This design comes from an exercise in tuning for small area and a short achievable clock period on the open sky130 flow, not from production work. Only simulation tests tie the RTL to the original design; equivalence was not proved. Power figures rest on the tool's default switching activity, not on a simulated workload.

==> flow/design.v <==
module adc_scan_engine #(
    parameter [3:0] READALL_SCAN_MODE = 4'd3
) (
    input  wire        clk,
    input  wire        rst,           
    input  wire        req_valid,
    input  wire [15:0] req_word,
    output wire        req_ready,
    output wire        bus_cfg,       
    output wire        xfer_req,
    output wire [15:0] xfer_tx,
    input  wire        xfer_ack,
    input  wire [15:0] xfer_rx,
    input  wire [4:0]  slot_addr,
    output wire [15:0] slot_data,
    output wire [15:0] status,
    output wire [15:0] lastcmd
);
    localparam [2:0] ST_UNINIT  = 3'd0,
                     ST_INIT    = 3'd1,
                     ST_IDLE    = 3'd2,
                     ST_PRIMING = 3'd3,
                     ST_STEADY  = 3'd4;
    localparam [1:0] OP_INIT  = 2'd0,
                     OP_CHAN  = 2'd1,
                     OP_RANGE = 2'd2,
                     OP_ALL   = 2'd3;
    localparam [1:0] W_IN    = 2'd0,    
                     W_B1    = 2'd1,    
                     W_B2    = 2'd2,    
                     W_DEAD  = 2'd3;    
    reg  [2:0]  state;
    reg         t_init;       
    reg         t_sweep;      
    reg  [3:0]  t_chan;       
    reg         adv;          
    reg  [3:0]  x;            
    reg  [1:0]  w;            
    reg  [4:0]  idx;          
    reg  [4:0]  len;
    reg         ok;
    reg  [11:0] rd_q;         
    reg  [11:0] slot [0:30];  
    wire st_init   = (state == ST_INIT);
    wire st_prim   = (state == ST_PRIMING);
    wire st_steady = (state == ST_STEADY);
    wire busy      = state[0] | state[2];
    wire [1:0] req_op   = req_word[15:14];
    wire       req_rsvd = req_word[13];
    wire [4:0] req_n    = req_word[12:8];
    wire [7:0] req_a    = req_word[7:0];
    wire can_start = !req_rsvd &&
                     ((state == ST_IDLE) ||
                      (state == ST_UNINIT && req_op == OP_INIT));
    adc_scan_ready u_ready (
        .rsvd     (req_rsvd),
        .op       (req_op),
        .st_idle  (state == ST_IDLE),
        .st_uninit(state == ST_UNINIT),
        .ready    (req_ready)
    );
    wire accept = req_valid && can_start;
    reg cfg_q;
    always @(posedge clk)
        cfg_q <= !rst && accept && (req_op == OP_INIT);
    assign bus_cfg = cfg_q;
    wire [3:0] a_clamped = req_a[7]           ? 4'd0  :
                           (req_a[6:4] != 0)  ? 4'd15 : req_a[3:0];
    wire [3:0] n_m1       = req_n[3:0] - 4'd1;
    wire [3:0] sweep_chan = (req_n == 5'd0) ? 4'd0  :
                            (req_n > 5'd16) ? 4'd15 : n_m1;
    wire [1:0] a_win = (req_a[7:4] == 4'b0000) ? W_IN :
                       (req_a[7:4] == 4'b1111) ? W_B1 :
                       (req_a[7:4] == 4'b1110) ? W_B2 : W_DEAD;
    wire [15:0] word = {t_init, 2'b00, t_sweep, !t_init, t_chan,
                        t_init, 3'b000, !t_init, !t_init, 1'b0};
    assign xfer_req = busy;
    assign xfer_tx  = word;
    wire [3:0]  rx_tag     = xfer_rx[15:12];
    wire [11:0] rx_payload = xfer_rx[11:0];
    wire        match      = (w == W_IN) && (rx_tag == x);
    wire [11:0] validated  = match ? rx_payload : 12'd0;
    wire xfer_done = busy && xfer_ack;
    wire [4:0] idx_p1    = idx + 5'd1;
    wire       last_slot = (idx_p1 == len);
    wire       last_x    = st_steady ? last_slot : (len == 5'd0);
    wire [3:0] x_p1 = x + 4'd1;
    always @(posedge clk) begin
        if (rst) begin
            state <= ST_UNINIT;
        end else begin
            case (state)
                ST_UNINIT, ST_IDLE: begin
                    if (accept)
                        state <= (req_op == OP_INIT) ? ST_INIT : ST_PRIMING;
                end
                ST_INIT: begin
                    if (xfer_done)
                        state <= ST_IDLE;
                end
                ST_PRIMING: begin
                    if (xfer_done)
                        state <= (len == 5'd0) ? ST_IDLE : ST_STEADY;
                end
                default: begin    
                    if (xfer_done && last_slot)
                        state <= ST_IDLE;
                end
            endcase
        end
    end
    always @(posedge clk) begin
        if (!busy) begin
            if (accept) begin
                t_init  <= (req_op == OP_INIT);
                t_sweep <= (req_op == OP_ALL);
                t_chan  <= (req_op == OP_INIT) ? 4'd0 :
                           (req_op == OP_ALL)  ? sweep_chan : a_clamped;
                adv     <= (req_op == OP_RANGE);
                x       <= (req_op == OP_ALL) ? 4'd15 : (req_a[3:0] - 4'd1);
                w       <= (req_op == OP_ALL) ? W_IN : a_win;
                idx     <= 5'd0;
                if (req_op != OP_INIT)
                    len <= (req_op == OP_CHAN) ? 5'd1 : req_n;
                if (req_op == OP_ALL)
                    ok  <= 1'b1;
            end
        end else if (xfer_done && !st_init) begin
            x <= x_p1;
            if (adv && !last_x)
                t_chan <= x_p1 + 4'd1;
            if (st_steady) begin
                idx <= idx_p1;
                if (t_sweep)
                    ok <= ok & match;
                if (x == 4'd15)
                    w <= {w[1] == w[0], w[1] | !w[0]};
            end
        end
    end
    always @(posedge clk) begin
        if (xfer_done && st_steady)
            slot[idx] <= validated;
    end
    wire [31:0] rd_sel;
    wire [11:0] rd_word;
    genvar p, b, k;
    generate
        for (p = 0; p < 32; p = p + 1) begin : g_sel
            assign rd_sel[p] = (slot_addr == p);
        end
        for (b = 0; b < 12; b = b + 1) begin : g_rd
            wire [10:0] part_n;
            for (k = 0; k < 10; k = k + 1) begin : g_part
                adc_scan_aoi222 u_aoi (
                    .a (slot[3*k][b]),     .sa(rd_sel[3*k]),
                    .b (slot[3*k+1][b]),   .sb(rd_sel[3*k+1]),
                    .c (slot[3*k+2][b]),   .sc(rd_sel[3*k+2]),
                    .y (part_n[k])
                );
            end
            adc_scan_nand2 u_last (.a(slot[30][b]), .b(rd_sel[30]), .y(part_n[10]));
            assign rd_word[b] = ~&part_n;
        end
    endgenerate
    always @(posedge clk)
        rd_q <= rd_word;
    assign slot_data = {4'd0, rd_q};
    assign status    = {6'd0, len, ok, busy, state};
    assign lastcmd   = word;
endmodule
module adc_scan_aoi222 (
    input  wire a,
    input  wire sa,
    input  wire b,
    input  wire sb,
    input  wire c,
    input  wire sc,
    output wire y
);
    assign y = ~((a & sa) | (b & sb) | (c & sc));
endmodule
module adc_scan_nand2 (
    input  wire a,
    input  wire b,
    output wire y
);
    assign y = ~(a & b);
endmodule
module adc_scan_ready (
    input  wire       rsvd,
    input  wire [1:0] op,
    input  wire       st_idle,
    input  wire       st_uninit,
    output wire       ready
);
    assign ready = !rsvd && (st_idle || (st_uninit && op == 2'd0));
endmodule
clock: 6.0 ns
lec_check: 0
cap_margin: 20
core_margin: 2
core_utilization: 55
setup_slack_margin: 3.2
slew_margin: 20
synth_hierarchical: 1
synth_minimum_keep_size: 0
standard.sh (not shown) runs the stock make flow with config.mk's settings and CLKGATE_MAP_FILE= SYNTH_SCRIPT=/design/flow/synth_recipe.tcl, a recipe that flattens the netlist after the stock synthesis.
==> flow/flow/run.sh <==
#!/bin/bash
# Standard layout (standard.sh) with two changes:
#  - the port buffers are the smallest plain buffer; repair_design and
#    repair_timing resize them where needed;
#  - clock tree synthesis with larger sink clusters, clkbuf_8 buffers and no
#    dummy balancing loads.
set -e -o pipefail
export BUFFER_PORTS_ARGS="-buffer_cell sky130_fd_sc_hd__buf_1"
export CTS_ARGS="-sink_clustering_enable -repair_clock_nets -dont_use_dummy_load -buf_list sky130_fd_sc_hd__clkbuf_8 -sink_clustering_size 16 -sink_clustering_max_diameter 60"
bash standard.sh > standard.log 2>&1
Edit:
--- a/flow/design.v
+++ b/flow/design.v
@@ -47,25 +47,15 @@
     wire busy      = state[0] | state[2];
     wire [1:0] req_op   = req_word[15:14];
     wire       req_rsvd = req_word[13];
     wire [4:0] req_n    = req_word[12:8];
     wire [7:0] req_a    = req_word[7:0];
-    wire can_start = !req_rsvd &&
-                     ((state == ST_IDLE) ||
-                      (state == ST_UNINIT && req_op == OP_INIT));
-    adc_scan_ready u_ready (
-        .rsvd     (req_rsvd),
-        .op       (req_op),
-        .st_idle  (state == ST_IDLE),
-        .st_uninit(state == ST_UNINIT),
-        .ready    (req_ready)
-    );
-    wire accept = req_valid && can_start;
-    reg cfg_q;
-    always @(posedge clk)
-        cfg_q <= !rst && accept && (req_op == OP_INIT);
-    assign bus_cfg = cfg_q;
+    assign req_ready = !req_rsvd &&
+                       ((state == ST_IDLE) ||
+                        (state == ST_UNINIT && req_op == OP_INIT));
+    wire accept = req_valid && req_ready;
+    assign bus_cfg = accept && (req_op == OP_INIT);
     wire [3:0] a_clamped = req_a[7]           ? 4'd0  :
                            (req_a[6:4] != 0)  ? 4'd15 : req_a[3:0];
     wire [3:0] n_m1       = req_n[3:0] - 4'd1;
     wire [3:0] sweep_chan = (req_n == 5'd0) ? 4'd0  :
                             (req_n > 5'd16) ? 4'd15 : n_m1;
@@ -185,14 +175,5 @@
     input  wire b,
     output wire y
 );
     assign y = ~(a & b);
 endmodule
-module adc_scan_ready (
-    input  wire       rsvd,
-    input  wire [1:0] op,
-    input  wire       st_idle,
-    input  wire       st_uninit,
-    output wire       ready
-);
-    assign ready = !rsvd && (st_idle || (st_uninit && op == 2'd0));
-endmodule
The new run completed with no timing, DRC or antenna violations.
Worst setup slack degrades by 0.14 ns.
Wire length decreases by 2.2%.
Flip-flop and latch count decreases by 1.
Total power decreases by 1.8%.
Clock-buffer cell count decreases by 3.
Critical path depth is unchanged.
Design area decreases by 1.2%.
Via count decreases by 1.8%.
Register-to-register slack improves by 0.10 ns.
First-iteration DRC count increases by 5.8%.
Worst hold slack degrades by 0.0063 ns.
Clock skew decreases by 0.012 ns.
Die area decreases by 0.39%.

== v6 ==
adc_scan_engine, a different RTL version from the one above (not shown whole).
Size: roughly 990 cells after synthesis, ~440 flip-flops.
Settings: LEC_CHECK=0, CAP_MARGIN=20, CORE_MARGIN=2, CORE_UTILIZATION=55, SETUP_SLACK_MARGIN=3.2, SLEW_MARGIN=20, SYNTH_HIERARCHICAL=1, SYNTH_MINIMUM_KEEP_SIZE=0; clock period 6.0 ns.
Scripts as last shown in full above: flow/flow/run.sh
## Diff of input files: v7 against v6
--- a/flow/design.v
+++ b/flow/design.v
@@ -47,29 +47,22 @@
     reg  [383:0] ring;
     wire st_init   = (state == ST_INIT);
     wire st_prim   = (state == ST_PRIMING);
     wire st_steady = (state == ST_STEADY);
     wire busy      = state[0] | state[2];
     wire [1:0] req_op   = req_word[15:14];
     wire       req_rsvd = req_word[13];
     wire [4:0] req_n    = req_word[12:8];
     wire [7:0] req_a    = req_word[7:0];
-    wire can_start = !req_rsvd &&
-                     ((state == ST_IDLE) ||
-                      (state == ST_UNINIT && req_op == OP_INIT));
-    wire ready_n_rsvd;
-    adc_scan_o31ai u_ready0 (
-        .a1(state != ST_UNINIT), .a2(req_op[1]), .a3(req_op[0]),
-        .b1(state != ST_IDLE),
-        .y (ready_n_rsvd)
-    );
-    adc_scan_nor2b u_ready1 (.a(req_rsvd), .b_n(ready_n_rsvd), .y(req_ready));
-    wire accept = req_valid && can_start;
+    assign req_ready = !req_rsvd &&
+                       ((state == ST_IDLE) ||
+                        (state == ST_UNINIT && req_op == OP_INIT));
+    wire accept = req_valid && req_ready;
     assign bus_cfg = st_init && !xreq;
     wire [3:0] a_clamped = req_a[7]           ? 4'd0  :
                            (req_a[6:4] != 0)  ? 4'd15 : req_a[3:0];
     wire [3:0] n_m1       = req_n[3:0] - 4'd1;
     wire [3:0] sweep_chan = (req_n == 5'd0) ? 4'd0  :
                             (req_n > 5'd16) ? 4'd15 : n_m1;
     wire [1:0] a_win = (req_a[7:4] == 4'b0000) ? W_IN :
                        (req_a[7:4] == 4'b1111) ? W_B1 :
                        (req_a[7:4] == 4'b1110) ? W_B2 : W_DEAD;
@@ -185,32 +178,19 @@
                 wire wr_here = wr_now && (idx[4:3] == p / 8);
                 always @(posedge clk)
                     ring[12*p +: 12] <= wr_here ? hold : ring[12*(p+1) +: 12];
             end else begin : g_plain
                 always @(posedge clk)
                     ring[12*p +: 12] <= ring[12*(p - p % 8 + (p % 8 + 1) % 8) +: 12];
             end
         end
     endgenerate
-    wire [2:0] rd_p, rd_pos;
-    wire [2:0] rd_g = slot_addr[2:0] & nrot;
-    wire [2:0] rd_c = {rd_g[1] | (rd_p[1] & rd_g[0]), rd_g[0], 1'b0};
-    genvar i;
-    generate
-        for (i = 0; i < 3; i = i + 1) begin : g_rdp
-            adc_scan_xor2 u_p (.a(slot_addr[i]), .b(nrot[i]), .y(rd_p[i]));
-            if (i == 0) begin : g_s0
-                assign rd_pos[i] = rd_p[i];
-            end else begin : g_s
-                adc_scan_xor2 u_s (.a(rd_p[i]), .b(rd_c[i]), .y(rd_pos[i]));
-            end
-        end
-    endgenerate
+    wire [2:0]  rd_pos = slot_addr[2:0] + nrot;
     wire [31:0] rd_sel;
     wire [11:0] rd_word;
     genvar b, k;
     generate
         for (p = 0; p < 32; p = p + 1) begin : g_sel
             assign rd_sel[p] = (slot_addr[4:3] == p / 8) && (rd_pos == p % 8);
         end
         for (b = 0; b < 12; b = b + 1) begin : g_rd
             wire [10:0] part_n;
@@ -250,32 +230,9 @@
 module adc_scan_aoi22 (
     input  wire a,
     input  wire sa,
     input  wire b,
     input  wire sb,
     output wire y
 );
     assign y = ~((a & sa) | (b & sb));
 endmodule
-module adc_scan_xor2 (
-    input  wire a,
-    input  wire b,
-    output wire y
-);
-    assign y = a ^ b;
-endmodule
-module adc_scan_o31ai (
-    input  wire a1,
-    input  wire a2,
-    input  wire a3,
-    input  wire b1,
-    output wire y
-);
-    assign y = ~((a1 | a2 | a3) & b1);
-endmodule
-module adc_scan_nor2b (
-    input  wire a,
-    input  wire b_n,
-    output wire y
-);
-    assign y = ~(a | ~b_n);
-endmodule
==> comparison <==
- Looking at v7 and v6, the post-synthesis share of cell area spent on full adders, half adders and majority gates is a wash.
- The portion of total power attributed to the clock network number comes out lower for v6 vs v7.
- Detailed placement HPWL (v7 vs. v6) decreases by a few percent
- Looking at end point of the critical path, the rd_q[6] result is from v7; the req_ready one comes from v6.
- Relative to v6, the final clock period utilization by the worst path of v7 is higher by 1.9 points.
- Total of clock buffers placed in the layout grows by a few percent when moving from v6 to v7.
- v7 gives less worst setup timing slack at the placement stage than v6 did.
- Cell area after synthesis ends up lower on v6.
- Total wire length after detailed routing, v7 and v6: higher on v7
- [compare] base=v6 new=v7: initial standard-cell utilization of the core now sits at about the same level; fraction of area in registers now sits lower; post-route standard cell area excluding fillers now sits higher.
- v7 leaves less setup margin than v6.
- Looking only at post-detailed-route wirelength per cell, and setting everything else aside, the higher value of v7 and v6 goes to v7.
- The number of buffers inserted to repair setup after CTS number comes out lower for v6 vs v7.

Another version of the RTL of adc_scan_engine (not shown whole).
Size in the first run: roughly 980 cells after synthesis, ~440 flip-flops, about 110 I/O pins.
clock: 6.0 ns
lec_check: 0
cap_margin: 20
core_margin: 2
core_utilization: 55
setup_slack_margin: 3.2
slew_margin: 20
synth_hierarchical: 1
synth_minimum_keep_size: 0
Scripts as last shown in full above: flow/flow/run.sh
The starting point produced a clean layout.
Edit:
--- a/flow/design.v
+++ b/flow/design.v
@@ -47,22 +47,29 @@
     reg  [383:0] ring;
     wire st_init   = (state == ST_INIT);
     wire st_prim   = (state == ST_PRIMING);
     wire st_steady = (state == ST_STEADY);
     wire busy      = state[0] | state[2];
     wire [1:0] req_op   = req_word[15:14];
     wire       req_rsvd = req_word[13];
     wire [4:0] req_n    = req_word[12:8];
     wire [7:0] req_a    = req_word[7:0];
-    assign req_ready = !req_rsvd &&
-                       ((state == ST_IDLE) ||
-                        (state == ST_UNINIT && req_op == OP_INIT));
-    wire accept = req_valid && req_ready;
+    wire can_start = !req_rsvd &&
+                     ((state == ST_IDLE) ||
+                      (state == ST_UNINIT && req_op == OP_INIT));
+    adc_scan_ready u_ready (
+        .rsvd     (req_rsvd),
+        .op       (req_op),
+        .st_idle  (state == ST_IDLE),
+        .st_uninit(state == ST_UNINIT),
+        .ready    (req_ready)
+    );
+    wire accept = req_valid && can_start;
     assign bus_cfg = st_init && !xreq;
     wire [3:0] a_clamped = req_a[7]           ? 4'd0  :
                            (req_a[6:4] != 0)  ? 4'd15 : req_a[3:0];
     wire [3:0] n_m1       = req_n[3:0] - 4'd1;
     wire [3:0] sweep_chan = (req_n == 5'd0) ? 4'd0  :
                             (req_n > 5'd16) ? 4'd15 : n_m1;
     wire [1:0] a_win = (req_a[7:4] == 4'b0000) ? W_IN :
                        (req_a[7:4] == 4'b1111) ? W_B1 :
                        (req_a[7:4] == 4'b1110) ? W_B2 : W_DEAD;
@@ -250,9 +257,18 @@
     assign y = ~((a & sa) | (b & sb));
 endmodule
 module adc_scan_xor2 (
     input  wire a,
     input  wire b,
     output wire y
 );
     assign y = a ^ b;
 endmodule
+module adc_scan_ready (
+    input  wire       rsvd,
+    input  wire [1:0] op,
+    input  wire       st_idle,
+    input  wire       st_uninit,
+    output wire       ready
+);
+    assign ready = !rsvd && (st_idle || (st_uninit && op == 2'd0));
+endmodule
Wire length fell by about 7%.
Worst hold slack loses 6.3 ps.
Clock power hardly moves.
Synthesized area fell by 0.31%.
Final area rose by 0.35%.
Count of clock-buffer cells in the layout rose by 1.
Sequential share of layout area fell by 0.22 points.
Maximum frequency fell by 5.5%.
First-iteration DRC count fell by 5.4%.
Total power rose by about 0.34%.
Die area barely changes.
Critical path depth fell by 8.

## what the ideal ports hide
No port has a modelled driver above. Below, the same layouts with a new extraction and two added sets of constraints.
Step 1 (the two cells are an assumption about what drives the block):
set clk [get_ports {clk}]
set_driving_cell -lib_cell sky130_fd_sc_hd__clkbuf_16 $clk
set_driving_cell -lib_cell sky130_fd_sc_hd__buf_2 [delete_from_list [all_inputs] $clk]
Step 2 adds t to the input delays and takes it off the output delays; t is the mean of the earliest and latest rising clock arrival at the registers after step 1. Input paths then give back, and output paths get back, about the clock's delay inside the block.
Three values: no drivers, after step 1, after step 2; two values: the first two.
run | t (ns) | slack for setup (ns) | worst setup path at the end
the first run of note 1 | 0.583 | 2.880 / 2.840 / 2.655 | input to register
the second run of note 1 | 0.627 | 2.740 / 2.695 / 2.604 | input to register
v6 | 0.569 | 3.031 / 2.992 / 2.522 | input to register
v7 | 0.557 | 2.919 / 2.926 / 2.369 | input to register
the first run of note 3 | 0.570 | 3.003 / 3.009 / 2.439 | input to register
the second run of note 3 | 0.556 | 2.828 / 2.808 / 2.565 | input to register
After both steps every run listed still meets setup and hold. The setup slack of the first run of note 3, which loses most, moves by +0.006 ns with the drivers and by -0.564 ns with both steps.
